Background: an optimization exercise with open tools, aiming at small area, a short achievable clock period and few clock cycles. Do not read the settings as production practice. Where RTL was checked, it was by simulation tests only, not by an equivalence proof against the original. The RTL of runs 2 to 6 was laid out without a check of its function. Power figures rest on the tool's default switching activity, not on a simulated workload.

$ cat standard.sh
#!/bin/bash
# synth_recipe.tcl (not shown) runs the flow's synth.tcl, then flattens the netlist and writes it again
# the make line also repeats each setting of config.mk as NAME=value (left out here)
make -C /OpenROAD-flow-scripts/flow DESIGN_CONFIG=/design/flow/config.mk WORK_HOME=/design/flow/orfs CLKGATE_MAP_FILE= SYNTH_SCRIPT=/design/flow/synth_recipe.tcl "${@:-finish}"
$ cat config.mk
export PLATFORM = sky130hd
export DESIGN_NAME = h1_codec
export DESIGN_NICKNAME = h1_codec
export VERILOG_FILES = /design/flow/design.v
export SDC_FILE = /design/flow/constraint.sdc
export NUM_CORES = 4
export LEC_CHECK = 0
export ABC_CLOCK_PERIOD_IN_PS = 2000
export CAP_MARGIN = 20
export CORE_MARGIN = 2
export CORE_UTILIZATION = 40
export PLACE_DENSITY = 0.6
export SETUP_SLACK_MARGIN = 2.6
export SLEW_MARGIN = 20
$ cat flow/run.sh
#!/bin/bash
# Layout flow: the standard flow (standard.sh: ORFS synthesis to the
# final layout, unchanged), with the I/O port buffers that global placement
# inserts made from sky130_fd_sc_hd__buf_2 instead of the resizer's default
# pick. Every port still gets its own buffer. The full output of the ORFS
# run goes to flow_standard.log in this folder; each tool's own log is kept
# by ORFS under orfs/logs/.
set -euo pipefail
export BUFFER_PORTS_ARGS="-buffer_cell sky130_fd_sc_hd__buf_2"
bash standard.sh > flow_standard.log 2>&1
$ cat design.v
module h1_t32 (
    input  wire [31:0] y,
    output wire [31:0] t
);
    wire g0 = y[2] ^ y[7];
    wire g1 = y[0] ^ y[22];
    wire g2 = y[1] ^ y[23];
    wire g3 = y[3] ^ y[21];
    wire g4 = y[4] ^ g1;
    wire g5 = y[12] ^ y[28];
    wire g6 = y[25] ^ y[31];
    wire g7 = y[24] ^ y[29];
    wire g8 = y[11] ^ y[27];
    wire g9 = y[14] ^ y[30];
    wire g10 = y[10] ^ y[26];
    wire g11 = y[5] ^ y[8];
    wire g12 = y[6] ^ y[9];
    wire g13 = y[17] ^ g7;
    wire g14 = y[13] ^ y[18];
    wire g15 = y[15] ^ y[19];
    wire g16 = y[20] ^ g0;
    wire g17 = y[4] ^ y[24];
    wire g18 = y[16] ^ y[23];
    wire g19 = y[25] ^ g12;
    wire g20 = y[19] ^ y[29];
    wire g21 = y[7] ^ y[16];
    wire g22 = g2 ^ g10;
    wire g23 = y[26] ^ g14;
    wire g24 = g5 ^ g8;
    wire g25 = y[0] ^ g3;
    wire g26 = g6 ^ g9;
    wire g27 = g0 ^ g3;
    wire g28 = y[3] ^ y[10];
    wire g29 = y[17] ^ y[31];
    wire g30 = y[5] ^ y[15];
    wire g31 = y[9] ^ y[27];
    wire g32 = y[2] ^ y[20];
    wire g33 = y[2] ^ y[18];
    wire g34 = y[6] ^ g2;
    wire g35 = y[12] ^ g11;
    wire g36 = y[22] ^ g15;
    wire g37 = g6 ^ g24;
    wire g38 = y[30] ^ g23;
    wire g39 = y[11] ^ y[15];
    wire g40 = y[28] ^ y[31];
    wire g41 = y[5] ^ y[14];
    wire g42 = y[0] ^ y[13];
    wire g43 = y[5] ^ y[6];
    wire g44 = y[3] ^ y[26];
    wire g45 = y[3] ^ y[7];
    wire g46 = g18 ^ g32;
    wire g47 = y[30] ^ g8;
    wire g48 = y[14] ^ g11;
    wire g49 = y[27] ^ g20;
    wire g50 = g8 ^ g21;
    wire g51 = y[28] ^ g17;
    wire g52 = y[29] ^ g5;
    wire g53 = y[19] ^ g31;
    wire g54 = g30 ^ g33;
    wire g55 = y[8] ^ g40;
    wire g56 = y[13] ^ g9;
    wire g57 = g15 ^ g29;
    wire g58 = g12 ^ g18;
    wire g59 = g0 ^ g41;
    wire g60 = y[21] ^ g4;
    wire g61 = g13 ^ g19;
    wire g62 = y[25] ^ g13;
    wire g63 = y[11] ^ g4;
    wire g64 = g14 ^ g26;
    wire g65 = g4 ^ g57;
    wire g66 = g16 ^ g35;
    wire g67 = g13 ^ g56;
    wire g68 = y[16] ^ g16;
    wire g69 = g10 ^ g27;
    wire g70 = g34 ^ g68;
    wire g71 = y[8] ^ g38;
    assign t[0] = y[8] ^ g44 ^ g4 ^ g70;
    assign t[1] = y[17] ^ g2 ^ g11 ^ g17 ^ g31 ^ g27;
    assign t[2] = y[24] ^ y[28] ^ g11 ^ g28 ^ g33 ^ g4 ^ g19;
    assign t[3] = y[4] ^ y[5] ^ y[11] ^ g20 ^ g45 ^ g19 ^ g22;
    assign t[4] = y[6] ^ g10 ^ g17 ^ g47 ^ g66;
    assign t[5] = y[7] ^ y[13] ^ g11 ^ g12 ^ g25 ^ g37;
    assign t[6] = y[9] ^ y[14] ^ g28 ^ g42 ^ g46 ^ g52;
    assign t[7] = y[1] ^ y[4] ^ y[10] ^ g3 ^ g39 ^ g67;
    assign t[8] = y[12] ^ y[16] ^ g26 ^ g54 ^ g63;
    assign t[9] = y[13] ^ g65 ^ g66;
    assign t[10] = y[9] ^ g23 ^ g59 ^ g60;
    assign t[11] = y[27] ^ g28 ^ g34 ^ g36 ^ g48;
    assign t[12] = g39 ^ g16 ^ g51 ^ g58;
    assign t[13] = y[10] ^ g21 ^ g25 ^ g35 ^ g62;
    assign t[14] = y[1] ^ y[17] ^ g19 ^ g63 ^ g71;
    assign t[15] = y[12] ^ y[18] ^ y[31] ^ g22 ^ g53 ^ g59;
    assign t[16] = y[13] ^ g22 ^ g36 ^ g50 ^ g51;
    assign t[17] = g24 ^ g46 ^ g48 ^ g62;
    assign t[18] = y[15] ^ g5 ^ g25 ^ g38 ^ g61;
    assign t[19] = y[1] ^ g10 ^ g21 ^ g4 ^ g49 ^ g64;
    assign t[20] = y[3] ^ y[28] ^ g9 ^ g43 ^ g50 ^ g65;
    assign t[21] = g1 ^ g29 ^ g44 ^ g52 ^ g54;
    assign t[22] = y[22] ^ g16 ^ g49 ^ g71;
    assign t[23] = y[20] ^ y[23] ^ g9 ^ g25 ^ g53 ^ g55;
    assign t[24] = y[15] ^ g7 ^ g55 ^ g58 ^ g69;
    assign t[25] = g32 ^ g22 ^ g47 ^ g61;
    assign t[26] = y[18] ^ y[24] ^ y[30] ^ g37 ^ g69;
    assign t[27] = g20 ^ g42 ^ g37 ^ g70;
    assign t[28] = y[6] ^ g5 ^ g18 ^ g60 ^ g67;
    assign t[29] = y[7] ^ g1 ^ g2 ^ g30 ^ g13 ^ g64;
    assign t[30] = y[18] ^ y[20] ^ g17 ^ g45 ^ g26 ^ g36;
    assign t[31] = y[1] ^ g1 ^ g6 ^ g15 ^ g43 ^ g27;
endmodule
module h1_crc8 (
    input  wire [31:0] crc_in,
    input  wire [7:0]  data,
    output wire [31:0] crc_out
);
    wire [7:0] x = crc_in[7:0] ^ data;
    wire h0 = x[1] ^ x[7];
    wire h1 = x[0] ^ x[4];
    wire h2 = x[2] ^ x[3];
    wire h3 = x[5] ^ x[6];
    wire h4 = x[3] ^ x[4];
    wire h5 = x[1] ^ x[2];
    wire h6 = h2 ^ h3;
    wire h7 = x[6] ^ h0;
    wire h8 = x[2] ^ x[5];
    wire h9 = x[6] ^ x[7];
    wire h10 = x[0] ^ x[1];
    wire h11 = h1 ^ h2;
    wire h12 = x[0] ^ h3;
    wire h13 = h4 ^ h9;
    wire h14 = x[7] ^ h8;
    wire h15 = h0 ^ h4;
    wire h16 = h1 ^ h3;
    wire h17 = x[1] ^ h1;
    assign crc_out[0] = crc_in[8] ^ x[2];
    assign crc_out[1] = crc_in[9] ^ x[0] ^ x[3];
    assign crc_out[2] = crc_in[10] ^ h17;
    assign crc_out[3] = crc_in[11] ^ x[5] ^ h5;
    assign crc_out[4] = crc_in[12] ^ x[0] ^ x[6] ^ h2;
    assign crc_out[5] = crc_in[13] ^ h15;
    assign crc_out[6] = crc_in[14] ^ x[4] ^ x[5];
    assign crc_out[7] = crc_in[15] ^ h12;
    assign crc_out[8] = crc_in[16] ^ h7;
    assign crc_out[9] = crc_in[17] ^ x[7];
    assign crc_out[10] = crc_in[18] ^ x[2];
    assign crc_out[11] = crc_in[19] ^ x[3];
    assign crc_out[12] = crc_in[20] ^ h1;
    assign crc_out[13] = crc_in[21] ^ x[5] ^ h10;
    assign crc_out[14] = crc_in[22] ^ x[6] ^ h5;
    assign crc_out[15] = crc_in[23] ^ x[7] ^ h2;
    assign crc_out[16] = crc_in[24] ^ h11;
    assign crc_out[17] = crc_in[25] ^ x[3] ^ x[5] ^ h17;
    assign crc_out[18] = crc_in[26] ^ h5 ^ h16;
    assign crc_out[19] = crc_in[27] ^ h0 ^ h6;
    assign crc_out[20] = crc_in[28] ^ h13;
    assign crc_out[21] = crc_in[29] ^ x[4] ^ h14;
    assign crc_out[22] = crc_in[30] ^ h6;
    assign crc_out[23] = crc_in[31] ^ h13;
    assign crc_out[24] = h1 ^ h14;
    assign crc_out[25] = h10 ^ h6;
    assign crc_out[26] = h7 ^ h11;
    assign crc_out[27] = x[5] ^ h15;
    assign crc_out[28] = h16;
    assign crc_out[29] = h0 ^ h12;
    assign crc_out[30] = x[0] ^ h7;
    assign crc_out[31] = h0;
endmodule
module h1_codec (
    input  wire        clk,
    input  wire        rst,
    input  wire        cmd_valid,
    output wire        cmd_ready,
    input  wire [3:0]  cmd_code,
    input  wire        cmd_is_server,
    input  wire [2:0]  cmd_n,
    input  wire [15:0] cmd_len,
    input  wire [31:0] cmd_a,
    input  wire [31:0] cmd_b,
    input  wire        din_valid,
    output wire        din_ready,
    input  wire [31:0] din_data,
    output wire        rsp_valid,
    input  wire        rsp_ready,
    output wire [2:0]  rsp_status,
    output wire [31:0] rsp_data,
    output wire [31:0] rsp_data2,
    output wire [4:0]  rsp_info
);
    localparam [3:0] C_CFG_LOAD = 4'h1, C_CFG_READ = 4'h2, C_SEQ_DIST = 4'h5,
                     C_CRC_COMPUTE = 4'h6, C_CRC_VERIFY = 4'h7;
    localparam [2:0] ST_OK = 3'd0, ST_TRUNCATED = 3'd2, ST_INVALID = 3'd6,
                     ST_ILLEGAL = 3'd7;
    reg        cfg_vld;
    reg        cfg_srv;
    reg [31:0] cfg_proto;
    reg [31:0] cfg_seed;
    reg [2:0]  cfg_len;
    reg        s_idle, s_data, s_exec, s_exec2, s_resp, s_pend;
    reg        op_crc, op_ver, op_seq, op_load, op_read;
    reg [2:0]  nreg;         
    reg        drain;        
    reg [2:0]  err;
    reg [31:0] crc_n;
    reg [31:0] dreg;         
    reg        dvalid;       
    reg        dfull, dseed;
    reg [1:0]  dlane;        
    reg [15:0] rem_proc;     
    reg        ok_r;
    reg        c_full;       
    reg        c_byte;       
    reg        c_trl;        
    reg        seq_ne, seq_eq;
    reg [1:0]  trl_idx;      
    reg        rsp_valid_r, cmd_ready_r, din_ready_r;
    reg [2:0]  rsp_status_r;
    reg [4:0]  rsp_info_r;
    reg        sel_cfg, rsp_is_read;
    assign cmd_ready  = cmd_ready_r;
    assign din_ready  = din_ready_r;
    assign rsp_valid  = rsp_valid_r;
    assign rsp_status = rsp_status_r;
    assign rsp_info   = rsp_info_r;
    assign rsp_data   = crc_n;
    assign rsp_data2  = {32{sel_cfg}} & cfg_proto;
    wire take     = cmd_valid & cmd_ready_r;
    wire rtake    = rsp_valid_r & rsp_ready;
    wire din_fire = din_valid & din_ready_r;
    wire i_load = (cmd_code == C_CFG_LOAD);
    wire i_read = (cmd_code == C_CFG_READ);
    wire i_seq  = (cmd_code == C_SEQ_DIST);
    wire i_crc  = (cmd_code == C_CRC_COMPUTE) || (cmd_code == C_CRC_VERIFY);
    wire i_ver  = (cmd_code == C_CRC_VERIFY);
    wire i_nbad = (cmd_n > 3'd4);
    wire i_short = (cmd_len[15:3] == 13'd0) && (cmd_len[2:0] < cmd_n);
    wire i_drain = i_ver && (i_nbad || i_short || (cmd_n == 3'd0));
    wire [2:0] i_err = !i_ver ? ST_OK : i_nbad ? ST_INVALID : i_short ? ST_TRUNCATED : ST_OK;
    wire [2:0] i_status = i_load ? (i_nbad ? ST_INVALID : ST_OK) :
                          i_read ? ST_OK : ST_ILLEGAL;
    wire [4:0] cfg_info = {cfg_vld && (cfg_len != 3'd0), cfg_vld ? cfg_len : 3'd0,
                           cfg_vld && cfg_srv};
    wire [31:0] cfg_seed_v = cfg_vld ? cfg_seed : 32'd0;
    wire i_len_nz = (cmd_len != 16'd0);
    wire direct   = !s_resp || rsp_ready;
    wire t_direct = take && direct;
    wire go_n     = s_pend && rsp_ready;             
    wire [31:0] crc = ~crc_n;
    wire [31:0] t32_out;
    h1_t32 u_t32 (.y(crc ^ dreg), .t(t32_out));
    wire [31:0] byte_out;
    h1_crc8 u_crc8 (.crc_in(crc), .data(dreg[7:0]), .crc_out(byte_out));
    wire [7:0]  crc_sel  = crc_n[8 * trl_idx +: 8];
    wire        trl_eq   = (dreg[7:0] == crc_sel);
    wire        ok_next  = ok_r && !(c_trl && !trl_eq);
    wire        full_now = dvalid && dfull;
    wire        byte_now = dvalid && !dfull;
    wire        hi_nz    = (rem_proc[15:4] != 12'd0);
    wire [3:0]  lo       = rem_proc[3:0];
    wire        proc_gt4 = hi_nz || (lo > 4'd4);
    wire        dec4     = full_now && !dseed;
    wire        wdone    = full_now || (byte_now && ((dlane == 2'd3) || (lo[2:0] == 3'd1)));
    wire [15:0] proc_nx  = dec4 ? (proc_gt4 ? rem_proc - 16'd4 : 16'd0) :
                           byte_now ? rem_proc - 16'd1 : rem_proc;
    wire [3:0]  n4       = {1'b0, nreg} + 4'd4;
    wire        ge_n4_0  = hi_nz || (lo >= n4);
    wire        ge_n4_1  = hi_nz || (lo > n4);
    wire        ge_n4_4  = hi_nz || ({1'b0, lo} >= {1'b0, n4} + 5'd4);
    wire        gt_n_0   = (lo > {1'b0, nreg});
    wire        gt_n_1   = (lo > {1'b0, nreg} + 4'd1);
    wire        gt_n_4   = (lo > n4);
    wire        eq1_0    = (lo[2:0] == 3'd1);
    wire        eq1_1    = (lo[2:0] == 3'd2);
    wire        eq1_4    = (lo[2:0] == 3'd5);
    wire        nf_full  = drain || (dec4 ? ge_n4_4 : byte_now ? ge_n4_1 : ge_n4_0);
    wire        cov_n    = dec4 ? gt_n_4 : byte_now ? gt_n_1 : gt_n_0;
    wire        one_n    = dec4 ? eq1_4 : byte_now ? eq1_1 : eq1_0;
    wire        data_end = dvalid && wdone &&
                           (dseed ? (!hi_nz && lo == 4'd0) : dfull ? !proc_gt4 : eq1_0);
    wire        gt_1     = hi_nz || (lo > 4'd1);
    wire        gt_5     = hi_nz || (lo > 4'd5);
    wire        gt_8     = hi_nz || (lo > 4'd8);
    wire        pnz      = hi_nz || (lo != 4'd0);
    wire        need_f   = dec4 ? gt_8 : byte_now ? gt_5 : proc_gt4;
    wire        need_e   = dec4 ? proc_gt4 : byte_now ? gt_1 : pnz;
    wire        dvalid_n = dvalid && !wdone;
    wire [1:0]  dlane_n  = byte_now ? dlane + 2'd1 : dlane;
    wire        need_c   = (lo > 4'd5 - {2'd0, dlane_n});
    wire        c_full_n = 1'b0;                      
    wire        c_byte_n = dvalid_n && cov_n;
    wire        c_trl_n  = dvalid_n && !cov_n;
    wire        c_full_f = nf_full && !drain;
    wire        c_byte_f = !nf_full && cov_n;
    wire        c_trl_f  = !nf_full && !cov_n;
    wire        rdy_n    = s_data && !data_end &&
                           (dvalid_n ? (need_c && ((dlane_n == 2'd3) || one_n)) : need_e);
    wire        rdy_f    = need_f && nf_full;
    wire [15:0] seq_d    = rem_proc - dreg[15:0];
    wire        seq_neg  = rem_proc[15] && seq_ne;   
    wire s_data_nx  = t_direct ? i_crc : (s_data && !data_end) || (go_n && op_crc);
    wire s_exec_nx  = t_direct ? i_seq : (go_n && !op_crc);
    wire s_exec2_nx = s_exec && op_seq;
    wire s_pend_nx  = (take && !direct) || (s_pend && !rsp_ready);
    wire s_resp_nx  = t_direct ? !i_crc && !i_seq :
                      !take && ((s_data && data_end) || (s_exec && !op_seq) || s_exec2 ||
                                (s_resp && !rsp_ready));
    wire s_idle_nx  = !take && (s_idle || (s_resp && rsp_ready));
    always @(posedge clk) begin
        if (rst) begin
            cfg_vld      <= 1'b0;
            s_idle       <= 1'b1;
            s_data       <= 1'b0;
            s_exec       <= 1'b0;
            s_exec2      <= 1'b0;
            s_resp       <= 1'b0;
            s_pend       <= 1'b0;
            crc_n        <= 32'd0;
            dvalid       <= 1'b0;
            rsp_valid_r  <= 1'b0;
            cmd_ready_r  <= 1'b0;
            din_ready_r  <= 1'b0;
            c_full       <= 1'b0;
            c_byte       <= 1'b0;
            c_trl        <= 1'b0;
        end else begin
            s_idle      <= s_idle_nx;
            s_data      <= s_data_nx;
            s_exec      <= s_exec_nx;
            s_exec2     <= s_exec2_nx;
            s_resp      <= s_resp_nx;
            s_pend      <= s_pend_nx;
            rsp_valid_r <= s_resp_nx || s_pend_nx;
            if (take) begin
                dvalid <= t_direct && i_crc;
                c_full <= t_direct && i_crc && !i_drain;
                c_byte <= 1'b0;
                c_trl  <= 1'b0;
            end else if (go_n) begin
                dvalid <= op_crc;
                c_full <= op_crc && !drain;
                c_byte <= 1'b0;
                c_trl  <= 1'b0;
            end else if (din_fire) begin
                dvalid <= 1'b1;
                c_full <= c_full_f;
                c_byte <= c_byte_f;
                c_trl  <= c_trl_f;
            end else begin
                dvalid <= dvalid_n;
                c_full <= c_full_n;
                c_byte <= c_byte_n;
                c_trl  <= c_trl_n;
            end
            if (take)
                din_ready_r <= t_direct && i_crc && i_len_nz;
            else if (go_n)
                din_ready_r <= op_crc && pnz;
            else if (din_fire)
                din_ready_r <= rdy_f;
            else
                din_ready_r <= rdy_n;
            if (take && i_load && !i_nbad)
                cfg_vld <= 1'b1;
            if (c_full)
                crc_n <= ~t32_out;
            else if (c_byte)
                crc_n <= ~byte_out;
            else if (s_exec2)
                crc_n <= {{16{seq_neg}}, rem_proc};
            else if ((t_direct && i_read) || (s_exec && op_read))
                crc_n <= cfg_seed_v;
            else if (rtake || (data_end && op_ver))
                crc_n <= 32'd0;
            if (data_end) begin
                rsp_status_r <= err;
                rsp_info_r   <= {4'd0, op_ver && (err == ST_OK) && ok_next};
                sel_cfg      <= 1'b0;
                rsp_is_read  <= 1'b0;
            end
            if (s_exec) begin
                rsp_status_r <= op_load ? ((nreg > 3'd4) ? ST_INVALID : ST_OK) :
                                (op_read || op_seq) ? ST_OK : ST_ILLEGAL;
                rsp_info_r   <= op_read ? cfg_info : 5'd0;
                sel_cfg      <= op_read && cfg_vld;
                rsp_is_read  <= op_read;
            end
            if (s_exec2)
                rsp_info_r   <= {2'b00, seq_neg, seq_eq, !seq_neg && !seq_eq};
            if (t_direct && !i_crc && !i_seq) begin
                rsp_status_r <= i_status;
                rsp_info_r   <= i_read ? cfg_info : 5'd0;
                sel_cfg      <= i_read && cfg_vld;
                rsp_is_read  <= i_read;
            end
            if (take)
                cmd_ready_r <= t_direct && !i_crc && !i_seq && !i_read;
            else if (s_data)
                cmd_ready_r <= data_end;
            else if (s_exec)
                cmd_ready_r <= !op_read && !op_seq;
            else if (s_exec2)
                cmd_ready_r <= 1'b1;
            else if (s_resp)
                cmd_ready_r <= rsp_ready || !rsp_is_read;
            else if (s_idle)
                cmd_ready_r <= 1'b1;
            else
                cmd_ready_r <= 1'b0;
        end
        if (take && i_load && !i_nbad) begin
            cfg_srv   <= cmd_is_server;
            cfg_proto <= cmd_b;
            cfg_seed  <= cmd_a;
            cfg_len   <= cmd_n;
        end
        trl_idx <= proc_nx[1:0] - 2'd1;
        if (s_exec) begin
            seq_ne <= (rem_proc[14:0] != dreg[14:0]);
            seq_eq <= (rem_proc == dreg[15:0]);
        end
        if (take) begin
            op_crc   <= i_crc;
            op_ver   <= i_ver;
            op_seq   <= i_seq;
            op_load  <= i_load;
            op_read  <= i_read;
            err      <= i_err;
            nreg     <= (i_crc && !i_ver) ? 3'd0 : cmd_n;
            drain    <= i_drain;
            ok_r     <= 1'b1;
            dreg     <= cmd_a;
            dfull    <= 1'b1;
            dseed    <= 1'b1;
            dlane    <= 2'd0;
            rem_proc <= i_seq ? cmd_b[15:0] : cmd_len;
        end else begin
            if (s_data) begin
                rem_proc <= proc_nx;
                ok_r     <= ok_next;
            end
            if (s_exec && op_seq)
                rem_proc <= seq_d;
            if (din_fire) begin
                dreg     <= din_data;
                dfull    <= nf_full;
                dseed    <= 1'b0;
                dlane    <= 2'd0;
            end else if (byte_now) begin
                dreg     <= dreg >> 8;
                dlane    <= dlane_n;
            end
        end
    end
endmodule
$ cat constraint.sdc
create_clock -name core_clock -period 5.0 [get_ports {clk}]
set_input_delay 1.0000 -clock core_clock [delete_from_list [all_inputs] [get_ports {clk}]]
set_output_delay 1.0000 -clock core_clock [all_outputs]
set_load 0.01 [all_outputs]
==> results of run 1 <==
-- worst paths after layout --
| path | startpoint | endpoint | slack (ns) | cells past startpoint |
|---|---|---|---|---|
| hold reg to reg | ok_r | ok_r | 0.48 | 2 |
| hold / removal | ok_r | ok_r | 0.48 | 2 |
| setup reg to reg | dreg[1] | crc_n[27] | 2.36 | 8 |
| setup / recovery | cmd_code[0] | crc_n[22] | 2.33 | 12 |
-- critical path, stage by stage --
cell and delay (ns):
buf_8 0.10, or4b_4 0.56, inv_4 0.09, nand4_1 0.11
buf_6 0.16, buf_6 0.13, a21oi_4 0.18, buf_6 0.15
a21oi_1 0.08, a211oi_2 0.27, a21oi_2 0.04, o22ai_1 0.15
-- synth_stat cells (6+ instances only) --
cell type,count,area share
xnor2_1,221,0.14
edfxtp_1,139,0.31
nand2_1,125,0.035
nor2_1,82,0.023
a21oi_1,79,0.029
dfxtp_1,53,0.079
xor2_1,50,0.032
clkbuf_1,47,0.013
a31oi_1,44,0.020
ha_1,39,0.036
and2_1,38,0.018
inv_1,37,0.010
o21ai_0,36,0.013
a211oi_1,29,0.016
a221oi_1,27,0.018
nor3_1,27,0.010
nand3_1,19,0.0070
o22ai_1,19,0.0088
nand2b_1,17,0.0079
nor2b_1,15,0.0069
xnor2_4,15,0.031
nor4_1,12,0.0056
xnor2_2,12,0.014
a21o_1,11,0.0061
o21a_1,11,0.0061
nand4_1,10,0.0046
a22o_1,8,0.0052
buf_1,7,0.0019
mux4_2,7,0.012
o31ai_1,7,0.0039
and3_1,6,0.0028
nor3b_1,6,0.0033
o211ai_1,6,0.0033
-- metrics by stage --
step / instance area, um2 / hold WS (ns) / setup WS, ns
2_1_floorplan: 13700 / 0.440 / 2.18
3_3_place_gp: 15100 / 0.457 / 1.29
3_5_place_dp: 15100 / 0.465 / 1.25
4_1_cts: 17700 / 0.476 / 2.39
5_1_grt: 18300 / 0.523 / 2.26
6_report: 18300 / 0.476 / 2.33
-- sequential cells by signal, summed over array words and instances, names as in the netlist, 2 cells and up --
signal / count
dlane: 2
trl_idx: 2
rem_proc: 16
nreg: 3
dreg: 32
cfg_proto: 32
cfg_len: 3
rsp_status_r: 3
crc_n: 32
err: 2
rsp_info_r: 5
cfg_seed: 32
-- power by group through the flow --
| stage | combinational [mW] | clock (mW) | sequential, mW |
|---|---|---|---|
| 6_report | 3.78 | 1.45 | 1.94 |
| 5_1_grt | 3.97 | 1.53 | 1.95 |
| 4_1_cts | 3.56 | 1.46 | 1.94 |
| 3_5_place_dp | 3.09 | 0 | 1.99 |
| 3_3_place_gp | 3.12 | 0 | 1.99 |
| 2_1_floorplan | 2.30 | 0 | 1.92 |
-- area by class of cell --
class	instances	area, um2	area share
antenna	1	2.50	0.000137
clock buffer	17	425	0.0232
clock inverter	15	188	0.0103
inverter	39	159	0.00868
multi-input combinational	1057	9220	0.504
sequential	192	5250	0.287
tap	448	561	0.0306
timing repair buffer	353	2500	0.136
-- kinds of logic (layout without fill, tap and decap cells) --
| logic type | count (synthesis) | in the layout | synth area share |
|---|---|---|---|
| adder cells (fa/ha/maj) | 40 | 40 | 0.0376 |
| multiplexers | 13 | 13 | 0.0173 |
| XOR/XNOR | 306 | 306 | 0.233 |
| flip-flops | 192 | 192 | 0.388 |
| other | 0 | 1 | 0 |
| AO/OA/AOI/OAI | 322 | 323 | 0.160 |
| AND/OR/NAND/NOR | 375 | 375 | 0.134 |
| buffers and inverters | 103 | 424 | 0.0315 |
-- repair_timing --
action	CTS	global route
buffers inserted	103	27
pin swaps	83	59
gates cloned	5	0
setup endpoints to repair	127	66
gates resized for setup	187	82
-- routing by layer --
metal / wire, um / GRT usage / part of all wire
met5: 0 / 0 / 0
met3: 5150 / 0.0552 / 0.10
met4: 2200 / 0.121 / 0.043
met2: 22700 / 0.428 / 0.44
met1: 21100 / 0.390 / 0.41
==> notes.md, run 1 <==
Core Rows 67; via/cell ratio 5.84; Final Power 7.17 mW; status no timing/DRC/antenna violations; Nets 1,825; hold_buf cts 0; max-cap viol count 0; switching share of power 0.414; total routed wirelength 51.2 mm; number of synthesized flops with an enable pin 139; Horiz. Die Dim 188 um; Peak VDD IR 288 uV; Critical Path Sink Type register; Int Pwr 4.20 mW; CTS buffer count 17; type of origin of the critical path input pin; Worst Skew 0.0153 ns; GPL Wtd Cong 0.967; first-pass GRT wire length 74.3 mm; die footprint 35,300 um2; global-route usage over all layers 0.281; largest net degree at the start of global routing 68; CTS tree done; post-synth net total 1,516; CORE AREA 33,400 um2; DP Wirelength 34.8 mm; Layout Cells excl Fill 2,122; power per cell area 392 nW/um2; layout cells sized above 1 0.374; FF+latch count, synth 192; Syn Inst Count 1,351; most common cell after layout, fill and taps aside xnor2_1; power share of the combinational group 0.527; Syn Area/Cell 10.0 um2; initial antenna violation count 1; fillers 2,957; antenna-violating nets left 0; Max Fclk 374 MHz; Final period util 0.535; via count 12,400; drt first pass iters 6; CTS root buf clkbuf_16; # setup viols final 0; H-tree depth 4; Placed Cells 1,954; crit path kind input pin to register; IO Port Bufs 199; io pins 200; Final min period 2.67 ns; clock power share 0.203; vias in the first global route 11,800; static leakage 6.92 nW; Clk Latency, worst-skew pair 0.45 ns; Setup TNS 0 ns; DR WL/cell 24.1 um; Final Slew Violations 0; die height 188 um; grt total ovfl 0; Seq/Total Area, Yosys 0.388; synthesis-to-layout area growth 35.5%; required time of the critical path 5.35 ns; cell area after synthesis 13,500 um2; post-synthesis async set-or-reset flop share 0; Initial Util 0.405; Worst EP arrival 3.03 ns; slew margin rel. 0.387; Synth Flop Type edfxtp_1; leading cell types in the layout, fill and taps excluded xnor2_1, buf_2, edfxtp_1, nand2_1, buf_4; Util after Layout 0.548; Worst-path clk slew 0.08 ns; buffer depth of the longest clock path 2; sequential share of power 0.271; net switching power 2.97 mW; RSZ-0062 raised after global routing true; Slew @ Worst Pin 0.917 ns; post-synth cell types 80; warnings from Yosys 1; Iter 0 DRT Violations 1,357; # clock sinks 192; # DRC 0; largest fanout on the critical path 4; Hold Violations, Final 0; Worst Hold Class register to register
Testbench counts, summed over its fixed seeds: cycles 77,406.
==> run 2: changes to the inputs <==
--- a/design.v
+++ b/design.v
@@ -209,6 +209,7 @@
     reg        c_full;       
     reg        c_byte;       
     reg        c_trl;        
+    reg        d_last;       
     reg        seq_ne, seq_eq;
     reg [1:0]  trl_idx;      
     reg        rsp_valid_r, cmd_ready_r, din_ready_r;
@@ -273,8 +274,7 @@
     wire        nf_full  = drain || (dec4 ? ge_n4_4 : byte_now ? ge_n4_1 : ge_n4_0);
     wire        cov_n    = dec4 ? gt_n_4 : byte_now ? gt_n_1 : gt_n_0;
     wire        one_n    = dec4 ? eq1_4 : byte_now ? eq1_1 : eq1_0;
-    wire        data_end = dvalid && wdone &&
-                           (dseed ? (!hi_nz && lo == 4'd0) : dfull ? !proc_gt4 : eq1_0);
+    wire        data_end = d_last;
     wire        gt_1     = hi_nz || (lo > 4'd1);
     wire        gt_5     = hi_nz || (lo > 4'd5);
     wire        gt_8     = hi_nz || (lo > 4'd8);
@@ -320,6 +320,7 @@
             c_full       <= 1'b0;
             c_byte       <= 1'b0;
             c_trl        <= 1'b0;
+            d_last       <= 1'b0;
         end else begin
             s_idle      <= s_idle_nx;
             s_data      <= s_data_nx;
@@ -328,6 +329,14 @@
             s_resp      <= s_resp_nx;
             s_pend      <= s_pend_nx;
             rsp_valid_r <= s_resp_nx || s_pend_nx;
+            if (take)
+                d_last <= t_direct && i_crc && !i_len_nz;
+            else if (go_n)
+                d_last <= op_crc && !pnz;
+            else if (din_fire)
+                d_last <= nf_full ? !need_f : one_n;
+            else
+                d_last <= dvalid_n && one_n && s_data && !data_end;
             if (take) begin
                 dvalid <= t_direct && i_crc;
                 c_full <= t_direct && i_crc && !i_drain;
@@ -367,7 +376,7 @@
                 crc_n <= {{16{seq_neg}}, rem_proc};
             else if ((t_direct && i_read) || (s_exec && op_read))
                 crc_n <= cfg_seed_v;
-            else if (rtake || (data_end && op_ver))
+            else if (rtake || (c_trl && d_last))
                 crc_n <= 32'd0;
             if (data_end) begin
                 rsp_status_r <= err;
==> run 2 against run 1 <==
Worst hold slack about the same. Flip-flop and latch count increased by 1. Critical path type is now register to register. Sequential share of layout area decreased by 1.7 points. Critical endpoint is now rem_proc[6]. Still clean on timing, DRC and antenna. Global-route usage shrank 0.40 points.
==> notes.md, run 2 <==
Worst Hold Class register to register; leading cell types in the layout, fill and taps excluded buf_2, xnor2_1, buf_4, edfxtp_1, nand2_1; IO Port Bufs 199; required time of the critical path 5.20 ns; Hold Violations, Final 0; post-synth net total 1,504; die footprint 35,500 um2; io pins 200; area share of the largest cell type after synthesis 0.307; type of origin of the critical path register; crit path kind register to register; die height 188 um; Worst setup startpoint rem_proc[0]; GPL Wtd Cong 0.982; Final Slew Violations 0; post-synthesis async set-or-reset flop share 0; setup ws final 2.11 ns; fillers 2,790; CTS tree done; most common cell after layout, fill and taps aside buf_2; Max Fclk 346 MHz; leading cell types by count after synthesis xnor2_1, edfxtp_1, nand2_1; Nets 1,871; synthesis-to-layout area growth 44.2%; Clk Latency, worst-skew pair 0.46 ns; Slew @ Worst Pin 0.896 ns; Seq/Total Area, Yosys 0.387; warnings from Yosys 1; Worst Skew 0.0128 ns; largest fanout on the critical path 2; Final min period 2.89 ns; FF+latch count, synth 193; CTS root buf clkbuf_16; Peak VDD IR 262 uV; via/cell ratio 5.77; Critical Path Sink Type register; number of synthesized flops with an enable pin 139; layout cells sized above 1 0.429; H-tree depth 4; Final period util 0.578; slew margin rel. 0.403; multi-input logic area 9940 um2; global-route usage over all layers 0.277; Yosys top cell by area edfxtp_1; antenna-violating nets left 0; ANT cells 0; status no timing/DRC/antenna violations; FF-to-FF Start rem_proc[0]; # setup viols final 0; count leader, synth xnor2_1; Syn Area/Cell 10.1 um2; worst hold start ok_r; Synth Flop Type edfxtp_1; Setup TNS 0 ns; static leakage 7.42 nW; Horiz. Die Dim 188 um; # clock sinks 193; first-pass GRT wire length 73.6 mm; via count 12,500; top cells by area, synth edfxtp_1, xnor2_1, dfxtp_1, ha_1, xor2_1; CTS buffer count 17; Core Rows 67; worst slack, placed 1.22 ns; initial antenna violation count 1; Worst EP arrival 3.09 ns; Reg area 5280 um2; buffer depth of the longest clock path 2; hold_buf cts 0; post-synth cell types 70; RSZ-0062 raised after global routing true; DR WL/cell 23.8 um; largest net degree at the start of global routing 58; # DRC 0; power per cell area 358 nW/um2; Syn Inst Count 1,340; CORE AREA 33,500 um2; Worst-path clk slew 0.08 ns; Initial Util 0.405; grt total ovfl 0; max-cap viol count 0; drt first pass iters 6; Iter 0 DRT Violations 1,235; DP Wirelength 35.2 mm; vias in the first global route 11,600; Min Hold Slack 0.475 ns; cell area after synthesis 13,600 um2; total routed wirelength 51.7 mm
==> run 2: cell types whose count changed after synthesis, moves of 10 or more <==
| cell | delta |
|---|---|
| a211oi_1 | +14 |
| o21ai_0 | +22 |
| a31oi_1 | -27 |
| a21oi_1 | -10 |
| nand2_1 | -15 |
| xnor2_1 | +17 |
| mux2i_1 | +24 |
| a221oi_1 | +13 |
| o22ai_1 | -13 |
| xnor2_2 | +14 |
==> run 2: logic make-up after synthesis <==
logic type,synth area share
AO/OA/AOI/OAI,0.156
AND/OR/NAND/NOR,0.115
buffers and inverters,0.0296
flip-flops,0.387
adder cells (fa/ha/maj),0.0372
XOR/XNOR,0.241
multiplexers,0.0349
==> run 2: report_power, final <==
| part | switching [mW] | total [mW] | internal [mW] |
|---|---|---|---|
| registers | 0.120 | 1.92 | 1.80 |
| clock network | 0.708 | 1.43 | 0.723 |
| logic | 1.92 | 3.66 | 1.74 |
==> run 2: worst max-delay path, stage by stage (launching register included) <==
cell and delay [ns]:
edfxtp_1 0.49, inv_4 0.10, ha_4 0.13, inv_2 0.03, fa_2 0.33, a21o_1 0.18, a21o_1 0.18, buf_4 0.14
buf_6 0.10, buf_6 0.11, a21o_1 0.16, a21oi_2 0.19, xnor2_2 0.12, a221oi_2 0.27, a31oi_1 0.08
==> run 2: final timing paths <==
check / to / slack (ns) / cells after the start
worst min-delay path: ok_r / 0.48 / 2
worst max register to register: rem_proc[6] / 2.11 / 14
worst min register to register: ok_r / 0.48 / 2
worst max-delay path: rem_proc[6] / 2.11 / 14
==> run 2: cell type report <==
type,count,share of cell area
Clock buffer,19,0.0243
Clock inverter,13,0.00651
Inverter,43,0.00849
Multi-Input combinational cell,1042,0.507
Sequential cell,193,0.269
Tap cell,448,0.0286
Timing Repair Buffer,410,0.155
==> run 2: routing by layer <==
metal / vias to the layer above / global-route usage / part of all wire
li1: 5595 / - / -
met1: 6099 / 0.375 / 0.42
met2: 673 / 0.446 / 0.46
met3: 146 / 0.0514 / 0.078
met4: 2 / 0.100 / 0.042
met5: - / 0 / 0.00023
==> run 2: per-stage QoR <==
stage | power, mW | util | cells | area, um2
after floorplan | 3.97 | - | 1340 | 14000
after global placement | 4.70 | 0.458 | 1937 | 15400
after detailed placement | 4.69 | 0.458 | 1937 | 15400
after CTS | 6.50 | 0.533 | 2085 | 17900
after global routing | 7.26 | 0.585 | 2168 | 19600
final | 7.01 | 0.585 | 2168 | 19600
==> run 2: repair_timing <==
| item | 4_1_cts | 5_1_grt |
|---|---|---|
| setup endpoints to repair | 203 | 134 |
| pin swaps | 48 | 101 |
| resized for setup | 159 | 169 |
| setup buffers | 114 | 81 |
| gates cloned | 2 | 2 |
==> run 3: changes to the inputs <==
--- a/design.v
+++ b/design.v
@@ -235,8 +235,7 @@
     wire i_short = (cmd_len[15:3] == 13'd0) && (cmd_len[2:0] < cmd_n);
     wire i_drain = i_ver && (i_nbad || i_short || (cmd_n == 3'd0));
     wire [2:0] i_err = !i_ver ? ST_OK : i_nbad ? ST_INVALID : i_short ? ST_TRUNCATED : ST_OK;
-    wire [2:0] i_status = i_load ? (i_nbad ? ST_INVALID : ST_OK) :
-                          i_read ? ST_OK : ST_ILLEGAL;
+    wire [2:0] i_status = i_load ? (i_nbad ? ST_INVALID : ST_OK) : ST_ILLEGAL;
     wire [4:0] cfg_info = {cfg_vld && (cfg_len != 3'd0), cfg_vld ? cfg_len : 3'd0,
                            cfg_vld && cfg_srv};
     wire [31:0] cfg_seed_v = cfg_vld ? cfg_seed : 32'd0;
@@ -296,10 +295,10 @@
     wire [15:0] seq_d    = rem_proc - dreg[15:0];
     wire        seq_neg  = rem_proc[15] && seq_ne;   
     wire s_data_nx  = t_direct ? i_crc : (s_data && !data_end) || (go_n && op_crc);
-    wire s_exec_nx  = t_direct ? i_seq : (go_n && !op_crc);
+    wire s_exec_nx  = t_direct ? (i_seq || i_read) : (go_n && !op_crc);
     wire s_exec2_nx = s_exec && op_seq;
     wire s_pend_nx  = (take && !direct) || (s_pend && !rsp_ready);
-    wire s_resp_nx  = t_direct ? !i_crc && !i_seq :
+    wire s_resp_nx  = t_direct ? !i_crc && !i_seq && !i_read :
                       !take && ((s_data && data_end) || (s_exec && !op_seq) || s_exec2 ||
                                 (s_resp && !rsp_ready));
     wire s_idle_nx  = !take && (s_idle || (s_resp && rsp_ready));
@@ -374,7 +373,7 @@
                 crc_n <= ~byte_out;
             else if (s_exec2)
                 crc_n <= {{16{seq_neg}}, rem_proc};
-            else if ((t_direct && i_read) || (s_exec && op_read))
+            else if (s_exec && op_read)
                 crc_n <= cfg_seed_v;
             else if (rtake || (c_trl && d_last))
                 crc_n <= 32'd0;
@@ -393,11 +392,11 @@
             end
             if (s_exec2)
                 rsp_info_r   <= {2'b00, seq_neg, seq_eq, !seq_neg && !seq_eq};
-            if (t_direct && !i_crc && !i_seq) begin
+            if (t_direct && !i_crc && !i_seq && !i_read) begin
                 rsp_status_r <= i_status;
-                rsp_info_r   <= i_read ? cfg_info : 5'd0;
-                sel_cfg      <= i_read && cfg_vld;
-                rsp_is_read  <= i_read;
+                rsp_info_r   <= 5'd0;
+                sel_cfg      <= 1'b0;
+                rsp_is_read  <= 1'b0;
             end
             if (take)
                 cmd_ready_r <= t_direct && !i_crc && !i_seq && !i_read;
==> run 3 against run 2 <==
Synthesized cell count decreased by 0.15%. Global-route usage decreased by 0.83 points. Area after synthesis increased by 0.42%. Critical endpoint is now rem_proc[0]. Core utilization decreased by 1.7 points. Critical path type unchanged. Register-to-register slack improved by 0.33 ns. Clock skew about the same. Flip-flop and latch count unchanged. Count of clock-buffer cells in the layout decreased by 1. Routed wire length increased by 0.60%. Maximum frequency increased by 13%. Final cell count decreased by 1.1%. First-iteration DRC count increased by 2.8%. Still clean.
==> notes.md, run 3 <==
# setup viols final 0; worst slack, placed 1.87 ns; count leader, synth xnor2_1; setup ws final 2.44 ns; simple-gate share of the synthesized area 0.120; area share of the largest cell type after synthesis 0.306; GPL Wtd Cong 0.954; max-cap viol count 0; clock power share 0.193; vias in the first global route 11,600; worst stage delay on the critical path 0.57 ns; ANT cells 0; warnings from Yosys 1; IO Port Bufs 199; buffer depth of the longest clock path 2; largest fanout on the critical path 4; DP Wirelength 34.8 mm; Critical Path Sink Type register; die height 189 um; static leakage 7.34 nW; slowest CP cell or4_4; Iter 0 DRT Violations 1,269; Adder-Cell Fraction of Synth Area 0.0370; status no timing/DRC/antenna violations; global-route usage over all layers 0.269; mux cell area share after synthesis 0.0355; reg2reg end rem_proc[0]; Yosys top cell by area edfxtp_1; Horiz. Die Dim 189 um; via count 12,400; CTS tree done; CTS buffer count 17; Core Rows 67; worst reg2reg path depth 9; Max Fclk 390 MHz; Seq/Total Area, Yosys 0.385; RSZ-0062 raised after global routing true; Worst Hold Class register to register; cell area after synthesis 13,600 um2; leading cell types by count after synthesis xnor2_1, edfxtp_1, nand2_1; slew margin rel. 0.290; Setup TNS 0 ns; Worst Skew 0.0129 ns; Util after Layout 0.568; post-synth net total 1,502; power share of the combinational group 0.545; # DRC 0; first-pass GRT wire length 72.2 mm; via/cell ratio 5.79; crit path kind register to register; net switching power 2.94 mW; Synth Flop Type edfxtp_1; Worst EP arrival 2.75 ns; Worst Hold Depth 2; sequential share of power 0.262; most common cell after layout, fill and taps aside buf_2; hold_buf cts 0; antenna-violating nets left 0; worst hold start ok_r; required time of the critical path 5.19 ns; die footprint 35,600 um2; power per cell area 385 nW/um2; io pins 200; Clk Latency, worst-skew pair 0.46 ns; Initial Util 0.407; Layout Cells excl Fill 2,145; Int Pwr 4.39 mW; r2r setup slk 2.44 ns; Peak VDD IR 265 uV; drt first pass iters 6; number of synthesized flops with an enable pin 139; type of origin of the critical path register; Syn Inst Count 1,338; CP cell instances or4_4 > nor4_4 > buf_6 > buf_6 > nand2_1 > nor3_1 > nor3_1 > nor3_2 > a31oi_1; H-tree depth 4; Hold Violations, Final 0; Slew @ Worst Pin 1.06 ns; Nets 1,848; initial antenna violation count 1; Syn Area/Cell 10.2 um2; post-synth cell types 75; DR WL/cell 24.2 um; Post-Synth XOR/XNOR Area 0.235; Final period util 0.512; CORE AREA 33,500 um2; grt total ovfl 0; post-synthesis async set-or-reset flop share 0; layout cells sized above 1 0.395; Final min period 2.56 ns; compound-gate portion of the synthesized area 0.159; FF+latch count, synth 193; largest net degree at the start of global routing 62; Placed Cells 1,937; synthesis-to-layout area growth 39.5%; # clock sinks 193; top cells by area, synth edfxtp_1, xnor2_1, dfxtp_1, xor2_1, xnor2_2; Final Slew Violations 0; Hold EP ok_r; leading cell types in the layout, fill and taps excluded buf_2, buf_4, xnor2_1, edfxtp_1, nand2_1; total routed wirelength 52.0 mm; switching share of power 0.401; largest family of logic cells by synthesized area XOR/XNOR gates; FF-to-FF Start rem_proc[13]; Worst-path clk slew 0.08 ns; CTS root buf clkbuf_16
[run 3: cell type report]
class                      instances  area [um2]
clock buffer                      18         429
clock inverter                    14         165
fill                            2796       14500
inverter                          42         165
multi-input combinational       1041        9800
sequential                       193        5270
tap                              448         561
timing repair buffer             389        2650
[run 3: how the worst max path moves through the flow]
stage | from | end | slack (ns) | depth (start not counted)
after global routing | rem_proc[14] | rem_proc[11] | 2.37 | 9
after CTS | rem_proc[7] | rem_proc[0] | 2.42 | 9
after floorplan | rem_proc[13] | rem_proc[13] | 2.54 | 7
after global placement | cmd_valid | cfg_seed[30] | 1.91 | 4
final | rem_proc[13] | rem_proc[0] | 2.44 | 9
after detailed placement | cmd_valid | cfg_seed[17] | 1.87 | 4
[run 3: per-stage QoR]
step	instance area [um2]	hold WS [ns]	power [mW]
after detailed placement	15200	0.451	4.74
after CTS	17600	0.461	6.57
after global placement	15200	0.448	4.73
after global routing	19000	0.552	7.57
after floorplan	13700	0.434	4.02
final	19000	0.464	7.33
[run 3: per-layer routing]
layer | vias up | GRT usage | share of wire
li1 | 5544 | - | -
met1 | 6119 | 0.369 | 0.41
met2 | 614 | 0.423 | 0.47
met3 | 151 | 0.0609 | 0.083
met4 | 0 | 0.0847 | 0.041
met5 | - | 0 | 0
[run 3: what timing repair did]
item	CTS	global route
pin swaps	47	71
gates resized for setup	149	129
buffers inserted	100	75
setup endpoints to repair	194	172
gates cloned	1	0
[run 3: power groups by stage]
stage          registers [mW]  clock network, mW  logic (mW)
2_1_floorplan            1.91                  0        2.10
3_3_place_gp             1.97                  0        2.76
3_5_place_dp             1.98                  0        2.76
4_1_cts                  1.92               1.43        3.22
5_1_grt                  1.93               1.49        4.15
6_report                 1.92               1.41        3.99
[run 3: logic make-up after synthesis]
logic type	count (synthesis)
flip-flops	193
buffers and inverters	105
XOR/XNOR	311
adder cells (fa/ha/maj)	40
multiplexers	38
AO/OA/AOI/OAI	316
AND/OR/NAND/NOR	335
[run 3: worst max-delay path: cells and delay by family (launching register included)]
family,cells,cell delay (ns)
AO/OA/AOI/OAI,1,0.08
buffers and inverters,2,0.28
flip-flops,1,0.41
AND/OR/NAND/NOR,6,1.53
==> run 4: changes to the inputs <==
--- a/design.v
+++ b/design.v
@@ -210,7 +210,7 @@
     reg        c_byte;       
     reg        c_trl;        
     reg        d_last;       
-    reg        seq_ne, seq_eq;
+    reg        seq_ne, seq_eq, seq_bo;
     reg [1:0]  trl_idx;      
     reg        rsp_valid_r, cmd_ready_r, din_ready_r;
     reg [2:0]  rsp_status_r;
@@ -258,8 +258,8 @@
     wire        proc_gt4 = hi_nz || (lo > 4'd4);
     wire        dec4     = full_now && !dseed;
     wire        wdone    = full_now || (byte_now && ((dlane == 2'd3) || (lo[2:0] == 3'd1)));
-    wire [15:0] proc_nx  = dec4 ? (proc_gt4 ? rem_proc - 16'd4 : 16'd0) :
-                           byte_now ? rem_proc - 16'd1 : rem_proc;
+    wire [15:0] proc_nx  = dec4 ? (proc_gt4 ? {rem_proc[15:2] - 14'd1, rem_proc[1:0]} : 16'd0) :
+                           byte_now ? {12'd0, lo - 4'd1} : rem_proc;
     wire [3:0]  n4       = {1'b0, nreg} + 4'd4;
     wire        ge_n4_0  = hi_nz || (lo >= n4);
     wire        ge_n4_1  = hi_nz || (lo > n4);
@@ -292,8 +292,9 @@
     wire        rdy_n    = s_data && !data_end &&
                            (dvalid_n ? (need_c && ((dlane_n == 2'd3) || one_n)) : need_e);
     wire        rdy_f    = need_f && nf_full;
-    wire [15:0] seq_d    = rem_proc - dreg[15:0];
-    wire        seq_neg  = rem_proc[15] && seq_ne;   
+    wire [8:0]  seq_lo   = {1'b0, rem_proc[7:0]} - {1'b0, dreg[7:0]};
+    wire [7:0]  seq_hi   = rem_proc[15:8] - dreg[15:8] - {7'd0, seq_bo};
+    wire        seq_neg  = seq_hi[7] && seq_ne;
     wire s_data_nx  = t_direct ? i_crc : (s_data && !data_end) || (go_n && op_crc);
     wire s_exec_nx  = t_direct ? (i_seq || i_read) : (go_n && !op_crc);
     wire s_exec2_nx = s_exec && op_seq;
@@ -372,7 +373,7 @@
             else if (c_byte)
                 crc_n <= ~byte_out;
             else if (s_exec2)
-                crc_n <= {{16{seq_neg}}, rem_proc};
+                crc_n <= {{16{seq_neg}}, seq_hi, rem_proc[7:0]};
             else if (s_exec && op_read)
                 crc_n <= cfg_seed_v;
             else if (rtake || (c_trl && d_last))
@@ -423,6 +424,7 @@
         if (s_exec) begin
             seq_ne <= (rem_proc[14:0] != dreg[14:0]);
             seq_eq <= (rem_proc == dreg[15:0]);
+            seq_bo <= seq_lo[8];
         end
         if (take) begin
             op_crc   <= i_crc;
@@ -445,7 +447,7 @@
                 ok_r     <= ok_next;
             end
             if (s_exec && op_seq)
-                rem_proc <= seq_d;
+                rem_proc[7:0] <= seq_lo[7:0];
             if (din_fire) begin
                 dreg     <= din_data;
                 dfull    <= nf_full;
==> run 4 against run 3 <==
Critical path type unchanged. Critical endpoint is now crc_n[25]. Still clean. Global-route usage fell by 0.51 points. Clock skew rose by 0.0030 ns. Critical path depth rose by 1.
==> notes.md, run 4 <==
status no timing/DRC/antenna violations; post-synth net total 1,492; Peak VDD IR 239 uV; total routed wirelength 49.2 mm; leading cell types in the layout, fill and taps excluded xnor2_1, buf_2, edfxtp_1, buf_4, nand2_1; power per cell area 361 nW/um2; type of origin of the critical path register; Min Hold Slack 0.499 ns; crit path kind register to register; count leader, synth xnor2_1; sequential share of power 0.299; Yosys top cell by area edfxtp_1; Worst Hold Class register to register; CORE AREA 33,600 um2; switching share of power 0.379; Syn Inst Count 1,320; Worst Skew 0.0159 ns; H-tree depth 4; number of synthesized flops with an enable pin 140; Clk Latency, worst-skew pair 0.46 ns; Setup TNS 0 ns; top cells by area, synth edfxtp_1, xnor2_1, dfxtp_1, ha_1, xor2_1; die footprint 35,700 um2; CTS buffer count 17; # setup viols final 0; vias in the first global route 11,000; Placed Cells 1,918; fillers 2,970; # clock sinks 194; hold_buf cts 0; Syn Area/Cell 10.4 um2; warnings from Yosys 1; grt total ovfl 0; RSZ-0062 raised after global routing true; Final min period 2.80 ns; static leakage 6.89 nW; GPL Wtd Cong 0.964; buffer depth of the longest clock path 2; most common cell after layout, fill and taps aside xnor2_1; Max Fclk 357 MHz; Final period util 0.560; CTS root buf clkbuf_16; via/cell ratio 5.73; Horiz. Die Dim 189 um; Initial Util 0.407; cell area after synthesis 13,700 um2; layout cells sized above 1 0.336; Reg area 5300 um2; antenna-violating nets left 0; largest net degree at the start of global routing 87; IO Port Bufs 199; Synth Flop Type edfxtp_1; Nets 1,765; Hold Violations, Final 0; Core Rows 67; ANT cells 0; multi-input logic area 8950 um2; largest fanout on the critical path 6; via count 11,800; DR WL/cell 23.9 um; die height 189 um; CTS tree done; Worst EP arrival 3.18 ns; # DRC 0; Slew @ Worst Pin 0.827 ns; Layout Cells excl Fill 2,054; Seq/Total Area, Yosys 0.386; Critical Path Sink Type register; Int Pwr 3.99 mW; leading cell types by count after synthesis xnor2_1, edfxtp_1, nand2_1; initial antenna violation count 0; clock power share 0.224; synthesis-to-layout area growth 30.0%; max-cap viol count 0; drt first pass iters 5; post-synthesis async set-or-reset flop share 0; Final Slew Violations 0; io pins 200; Iter 0 DRT Violations 1,209; net switching power 2.43 mW; power share of the combinational group 0.477; required time of the critical path 5.38 ns; first-pass GRT wire length 69.9 mm; post-synth cell types 74; DP Wirelength 34.9 mm; global-route usage over all layers 0.264; Worst-path clk slew 0.09 ns; slew margin rel. 0.449; area share of the largest cell type after synthesis 0.307; FF+latch count, synth 194
run 4: cells by family after synthesis:
| kind of cell | synth area share |
|---|---|
| AND/OR/NAND/NOR | 0.117 |
| adder cells (fa/ha/maj) | 0.0446 |
| multiplexers | 0.0247 |
| flip-flops | 0.386 |
| buffers and inverters | 0.0324 |
| AO/OA/AOI/OAI | 0.144 |
| XOR/XNOR | 0.252 |
run 4: worst paths after layout:
check,endpoint,depth (start not counted),from,slack [ns]
worst min register to register,ok_r,2,ok_r,0.50
worst max register to register,crc_n[25],10,dreg[12],2.20
worst min-delay path,ok_r,2,ok_r,0.50
worst max-delay path,crc_n[25],10,dreg[12],2.20
run 4: timing repair:
action	4_1_cts	5_1_grt
cloned	2	3
endpoints found under the setup margin	208	114
pin swaps	19	47
setup buffers	42	57
resized for setup	53	161
run 4: cell type report:
type / count / share of cell area
Multi-Input combinational cell: 1013 / 0.503
Sequential cell: 194 / 0.298
Timing Repair Buffer: 313 / 0.123
Tap cell: 448 / 0.0315
Clock buffer: 19 / 0.0243
Inverter: 54 / 0.0117
Clock inverter: 13 / 0.00858
run 4: power by group through the flow:
stage	clock [mW]	combinational, mW	sequential [mW]
2_1_floorplan	0	1.91	1.91
5_1_grt	1.51	3.23	1.93
4_1_cts	1.44	2.72	1.91
6_report	1.44	3.07	1.92
3_3_place_gp	0	2.57	1.97
3_5_place_dp	0	2.56	1.97
run 4: worst max-delay path, cell delays in order, from the launching register on:
cell and delay (ns):
edfxtp_1 0.49, ha_4 0.32, inv_2 0.04, ha_4 0.23, o21a_1 0.17, o21ai_2 0.17
a21oi_4 0.05, or4b_4 0.50, and2_4 0.19, a221o_1 0.31, a221oi_2 0.24
run 4: through the flow:
stage,worst slack [ns],area [um2],power [mW],utilization
after CTS,2.21,16400,6.08,0.489
after global routing,2.16,17800,6.66,0.529
after floorplan,2.30,13800,3.82,-
after global placement,1.88,15200,4.53,0.452
after detailed placement,1.82,15200,4.53,0.452
final,2.20,17800,6.42,0.529
run 4: metal layers:
layer | wire length, um | GRT usage | up-vias | share of wire
li1 | - | - | 5294 | -
met4 | 1280 | 0.0763 | 0 | 0.026
met2 | 22400 | 0.410 | 577 | 0.46
met5 | 0 | 0 | - | 0
met1 | 21300 | 0.373 | 5810 | 0.43
met3 | 4240 | 0.0526 | 81 | 0.086
==> run 5: changes to the inputs <==
--- a/design.v
+++ b/design.v
@@ -210,7 +210,7 @@
     reg        c_byte;       
     reg        c_trl;        
     reg        d_last;       
-    reg        seq_ne, seq_eq, seq_bo;
+    reg        seq_neg, seq_eq, seq_bo;
     reg [1:0]  trl_idx;      
     reg        rsp_valid_r, cmd_ready_r, din_ready_r;
     reg [2:0]  rsp_status_r;
@@ -294,7 +294,8 @@
     wire        rdy_f    = need_f && nf_full;
     wire [8:0]  seq_lo   = {1'b0, rem_proc[7:0]} - {1'b0, dreg[7:0]};
     wire [7:0]  seq_hi   = rem_proc[15:8] - dreg[15:8] - {7'd0, seq_bo};
-    wire        seq_neg  = seq_hi[7] && seq_ne;
+    wire        seq_lt   = (rem_proc[14:0] < dreg[14:0]);
+    wire        seq_ne   = (rem_proc[14:0] != dreg[14:0]);
     wire s_data_nx  = t_direct ? i_crc : (s_data && !data_end) || (go_n && op_crc);
     wire s_exec_nx  = t_direct ? (i_seq || i_read) : (go_n && !op_crc);
     wire s_exec2_nx = s_exec && op_seq;
@@ -422,7 +423,7 @@
         end
         trl_idx <= proc_nx[1:0] - 2'd1;
         if (s_exec) begin
-            seq_ne <= (rem_proc[14:0] != dreg[14:0]);
+            seq_neg <= (rem_proc[15] ^ dreg[15] ^ seq_lt) && seq_ne;
             seq_eq <= (rem_proc == dreg[15:0]);
             seq_bo <= seq_lo[8];
         end
==> run 5 against run 4 <==
Still clean on timing, DRC and antenna. Via count rose by 1.4%. Die area down 2.4%. Combinational power increased by 28%. Register-to-register slack improved by 0.23 ns. Cell area rose by 5.4%. Global-route usage is 0.60 points higher. Sequential power is essentially flat. Clock skew fell by 0.0053 ns. Sequential share of layout area down 1.5 points. First-iteration DRC count rose by 9.0%. Critical path type unchanged. Highest routed layer unchanged.
==> notes.md, run 5 <==
largest fanout on the critical path 4; static leakage 7.26 nW; Synth Flop Type edfxtp_1; post-synthesis async set-or-reset flop share 0; FF+latch count, synth 194; H-tree depth 4; # setup viols final 0; first-pass GRT wire length 70.6 mm; area share of the largest cell type after synthesis 0.315; count leader, synth xnor2_1; Placed Cells 1,937; DP Wirelength 33.8 mm; Iter 0 DRT Violations 1,318; post-synth net total 1,521; global-route usage over all layers 0.270; CTS buffer count 17; via/cell ratio 5.56; Final Slew Violations 0; DR WL/cell 22.9 um; synthesis-to-layout area growth 40.3%; Initial Util 0.408; Worst EP arrival 2.86 ns; via count 11,900; CTS tree done; Peak VDD IR 225 uV; Nets 1,867; Final min period 2.57 ns; largest net degree at the start of global routing 73; switching share of power 0.390; power share of the combinational group 0.545; net switching power 2.81 mW; IO Port Bufs 199; cell area after synthesis 13,400 um2; Critical Path Sink Type register; power per cell area 384 nW/um2; r2r setup slk 2.43 ns; Int Pwr 4.39 mW; Max Fclk 389 MHz; die footprint 34,900 um2; Slew @ Worst Pin 1.16 ns; Hold Violations, Final 0; RSZ-0062 raised after global routing true; Layout Cells excl Fill 2,143; CTS root buf clkbuf_16; layout cells sized above 1 0.382; Final period util 0.514; post-synth cell types 59; clock power share 0.186; CORE AREA 32,700 um2; Worst-path clk slew 0.08 ns; status no timing/DRC/antenna violations; Horiz. Die Dim 187 um; leading cell types in the layout, fill and taps excluded buf_2, xnor2_1, buf_4, edfxtp_1, nor2_1; die height 187 um; Clk Latency, worst-skew pair 0.46 ns; Worst Skew 0.0105 ns; Worst Hold Class register to register; Syn Area/Cell 9.95 um2; io pins 200; total routed wirelength 49.1 mm; Min Hold Slack 0.476 ns; # DRC 0; vias in the first global route 11,200; max-cap viol count 0; drt first pass iters 7; antenna-violating nets left 0; number of synthesized flops with an enable pin 140; hold_buf cts 0; # clock sinks 194; ANT cells 0; initial antenna violation count 0; sequential share of power 0.269; most common cell after layout, fill and taps aside buf_2; required time of the critical path 5.29 ns; buffer depth of the longest clock path 2; crit path kind register to register; Seq/Total Area, Yosys 0.396; grt total ovfl 0; leading cell types by count after synthesis xnor2_1, edfxtp_1, nor2_1; GPL Wtd Cong 0.960; top cells by area, synth edfxtp_1, xnor2_1, dfxtp_1, ha_1, xor2_1; warnings from Yosys 1; Core Rows 66; Syn Inst Count 1,342; slew margin rel. 0.225; type of origin of the critical path register; Yosys top cell by area edfxtp_1; Setup TNS 0 ns
run 5: area by class of cell:
class | count | area [um2]
clock inverter | 13 | 104
sequential | 194 | 5300
multi-input combinational | 1031 | 9440
fill | 2817 | 14000
inverter | 57 | 228
clock buffer | 19 | 443
tap | 442 | 553
timing repair buffer | 387 | 2670
run 5: logic make-up after synthesis:
family,share of synthesized area
XOR/XNOR,0.234
AND/OR/NAND/NOR,0.119
flip-flops,0.396
adder cells (fa/ha/maj),0.0523
buffers and inverters,0.0335
AO/OA/AOI/OAI,0.137
multiplexers,0.0286
run 5: path summary, 6_finish.rpt:
path | start | endpoint | cells past startpoint
worst min register to register | ok_r | ok_r | 2
worst max-delay path | dreg[8] | crc_n[1] | 11
worst min-delay path | ok_r | ok_r | 2
worst max register to register | dreg[8] | crc_n[1] | 11
run 5: stage by stage:
| step | setup WS [ns] | cell area, um2 | util | total power, mW |
|---|---|---|---|---|
| after CTS | 2.41 | 17300 | 0.528 | 6.55 |
| final | 2.43 | 18700 | 0.573 | 7.19 |
| after global placement | 1.81 | 14900 | 0.455 | 4.73 |
| after floorplan | 2.58 | 13400 | - | 3.99 |
| after detailed placement | 1.79 | 14900 | 0.455 | 4.71 |
| after global routing | 2.35 | 18700 | 0.573 | 7.46 |
run 5: timing repair:
item	CTS	global route
gates resized for setup	153	144
setup endpoints to repair	201	99
gates cloned	1	1
setup buffers	101	71
pin swaps	55	91
run 5: per-layer routing:
layer | global-route usage | vias to the layer above | part of all wire
met5 | 0 | - | 0
met4 | 0.0904 | 0 | 0.029
met3 | 0.0670 | 82 | 0.087
met2 | 0.423 | 575 | 0.46
met1 | 0.366 | 5805 | 0.42
li1 | - | 5459 | -
run 5: critical path, stage by stage, from the launching register on:
cell,delay (ns)
edfxtp_1,0.41
buf_4,0.19
xnor2_4,0.15
buf_12,0.16
xnor2_4,0.29
buf_4,0.19
xnor2_1,0.12
xnor2_2,0.31
xnor2_1,0.19
a21oi_1,0.11
a21oi_1,0.21
nor2_1,0.08
run 5: power groups by stage:
stage | Sequential, mW | Combinational [mW] | Clock (mW)
global route | 1.94 | 4.11 | 1.41
detailed placement | 1.98 | 2.73 | 0
finish | 1.94 | 3.92 | 1.34
floorplan | 1.92 | 2.08 | 0
CTS | 1.93 | 3.26 | 1.36
global placement | 1.98 | 2.75 | 0
==> run 6: changes to the inputs <==
--- a/config.mk
+++ b/config.mk
@@ -5,7 +5,7 @@
 export SDC_FILE = /design/flow/constraint.sdc
 export NUM_CORES = 4
 export LEC_CHECK = 0
-export ABC_CLOCK_PERIOD_IN_PS = 2000
+export ABC_CLOCK_PERIOD_IN_PS = 1500
 export CAP_MARGIN = 20
 export CORE_MARGIN = 2
 export CORE_UTILIZATION = 40
==> run 6 against run 5 <==
Still clean. Global-route usage stayed put. Area after synthesis unchanged. Cell area stayed put. Register-to-register slack about the same. Worst hold slack stayed put. Critical endpoint unchanged. Highest routed layer unchanged.
==> notes.md, run 6 <==
status no timing/DRC/antenna violations; worst reg2reg path depth 11; RSZ-0062 raised after global routing true; first-pass GRT wire length 70.6 mm; Iter 0 DRT Violations 1,318; Worst Skew 0.0105 ns; cell area after synthesis 13,400 um2; Synth Flop Type edfxtp_1; DP Wirelength 33.8 mm; r2r setup slk 2.43 ns; Setup TNS 0 ns; Syn Inst Count 1,342; # setup viols final 0; CTS buffer count 17; number of synthesized flops with an enable pin 140; CTS root buf clkbuf_16; H-tree depth 4; leading cell types in the layout, fill and taps excluded buf_2, xnor2_1, buf_4, edfxtp_1, nor2_1; leading cell types by count after synthesis xnor2_1, edfxtp_1, nor2_1; Peak VDD IR 225 uV; fillers 2,817; FF+latch count, synth 194; FF-to-FF Start dreg[8]; layout cells sized above 1 0.382; die height 187 um; worst hold start ok_r; ANT cells 0; Area after DPL 14,900 um2; multi-input logic area 9440 um2; worst slack, placed 1.79 ns; largest net degree at the start of global routing 73; vias in the first global route 11,200; IO Port Bufs 199; Final period util 0.514; Reg area 5300 um2; crit path kind register to register; Hold EP ok_r; static leakage 7.26 nW; Clk Latency, worst-skew pair 0.46 ns; Final Power 7.19 mW; Min Hold Slack 0.476 ns; via count 11,900; max-cap viol count 0; Final min period 2.57 ns; warnings from Yosys 1; largest fanout on the critical path 4; post-synth net total 1,521; post-synthesis async set-or-reset flop share 0; Worst EP arrival 2.86 ns; # DRC 0; Hold Violations, Final 0; hold_buf cts 0; Final Slew Violations 0; Worst-path clk slew 0.08 ns; most common cell after layout, fill and taps aside buf_2; design area 18,700 um2; Placed Cells 1,937; CORE AREA 32,700 um2; synthesis-to-layout area growth 40.3%; Horiz. Die Dim 187 um; count leader, synth xnor2_1; reg2reg end crc_n[1]; DR WL/cell 22.9 um; required time of the critical path 5.29 ns; grt total ovfl 0; top cells by area, synth edfxtp_1, xnor2_1, dfxtp_1, ha_1, xor2_1; antenna-violating nets left 0; Seq/Total Area, Yosys 0.396; CTS tree done; io pins 200; # clock sinks 194; Slew @ Worst Pin 1.16 ns; area share of the largest cell type after synthesis 0.315; Core Rows 66; global-route usage over all layers 0.270; Yosys top cell by area edfxtp_1; via/cell ratio 5.56; Worst Hold Depth 2; Initial Util 0.408; total routed wirelength 49.1 mm; Util after Layout 0.573; slew margin rel. 0.225; Max Fclk 389 MHz; Nets 1,867; type of origin of the critical path register; initial antenna violation count 0; die footprint 34,900 um2; Critical Path Sink Type register; GPL Wtd Cong 0.960; post-synth cell types 59; power per cell area 384 nW/um2; Worst Hold Class register to register; drt first pass iters 7; Syn Area/Cell 9.95 um2; buffer depth of the longest clock path 2; Layout Cells excl Fill 2,143; setup ws final 2.43 ns
[run 6: where the power goes]
group / total (mW) / switching [mW] / internal, mW / leakage [nW]
Clock: 1.34 / 0.680 / 0.659 / 0.258
Sequential: 1.94 / 0.123 / 1.81 / 1.73
Combinational: 3.92 / 2.00 / 1.92 / 5.27
Total: 7.19 / 2.81 / 4.39 / 7.26
[run 6: how the worst max path moves through the flow]
stage | startpoint | end | slack (ns) | cells past startpoint
global route | dreg[4] | crc_n[8] | 2.35 | 8
finish | dreg[8] | crc_n[1] | 2.43 | 11
detailed placement | rem_proc[9] | rem_proc[2] | 1.79 | 8
global placement | rem_proc[9] | rem_proc[2] | 1.81 | 8
floorplan | cmd_len[4] | c_full | 2.58 | 6
CTS | dreg[11] | crc_n[8] | 2.41 | 9
[run 6: repair_timing]
item	4_1_cts	5_1_grt
setup endpoints to repair	201	99
pin swaps	55	91
buffers inserted	101	71
cloned	1	1
gates resized for setup	153	144
[run 6: cells by family (layout without fill, tap and decap cells)]
| family | after synthesis | after routing | share of synthesized area |
|---|---|---|---|
| and+or+nand+nor | 340 | 342 | 0.119 |
| xor gates and xnor gates | 331 | 331 | 0.234 |
| AOI/OAI and AO/OA | 276 | 276 | 0.137 |
| DFF | 194 | 194 | 0.396 |
| buffers and inverters | 119 | 476 | 0.0335 |
| adders and majority gates | 54 | 54 | 0.0523 |
| muxes | 28 | 28 | 0.0286 |
[run 6: critical path: stages, from the launching register on]
cell and delay, ns:
edfxtp_1 0.41, buf_4 0.19, xnor2_4 0.15, buf_12 0.16, xnor2_4 0.29, buf_4 0.19
xnor2_1 0.12, xnor2_2 0.31, xnor2_1 0.19, a21oi_1 0.11, a21oi_1 0.21, nor2_1 0.08
[run 6: cell type report]
| cell class | count | area share |
|---|---|---|
| tap | 442 | 0.0295 |
| clock buffer | 19 | 0.0236 |
| multi-input combinational | 1031 | 0.503 |
| timing repair buffer | 387 | 0.143 |
| sequential | 194 | 0.283 |
| clock inverter | 13 | 0.00554 |
| inverter | 57 | 0.0122 |
[run 6: routing by layer]
metal,GRT usage,wire length (um),vias up
met3,0.0670,4280,82
met5,0,0,-
met1,0.366,20800,5805
met4,0.0904,1450,0
met2,0.423,22600,575
li1,-,-,5459

[re-timing with driven ports]
The flow's constraints put no driver on any port. The routed layouts listed below were extracted and timed again, unchanged, in two steps.
Step 1, drivers: a clkbuf_16 drives clk and a buf_2 each remaining input, both assumed.
Step 2 also shifts input and output timing later by t, the mid clock arrival at the registers, as if the neighbouring blocks saw the same clock.
Three values: ideal ports, drivers, drivers and shift; two values: the first two.
run | shift t [ns] | setup WS [ns]
run 1 | 0.498 | 2.325 / 2.339 / 1.841
run 2 | 0.508 | 2.109 / 2.109 / 1.988
run 3 | 0.502 | 2.438 / 2.438 / 2.046
run 4 | 0.512 | 2.199 / 2.199 / 2.128
run 5 | 0.499 | 2.429 / 2.429 / 2.136
run 6 | 0.499 | 2.429 / 2.429 / 2.136
After both steps every run listed still meets setup and hold.
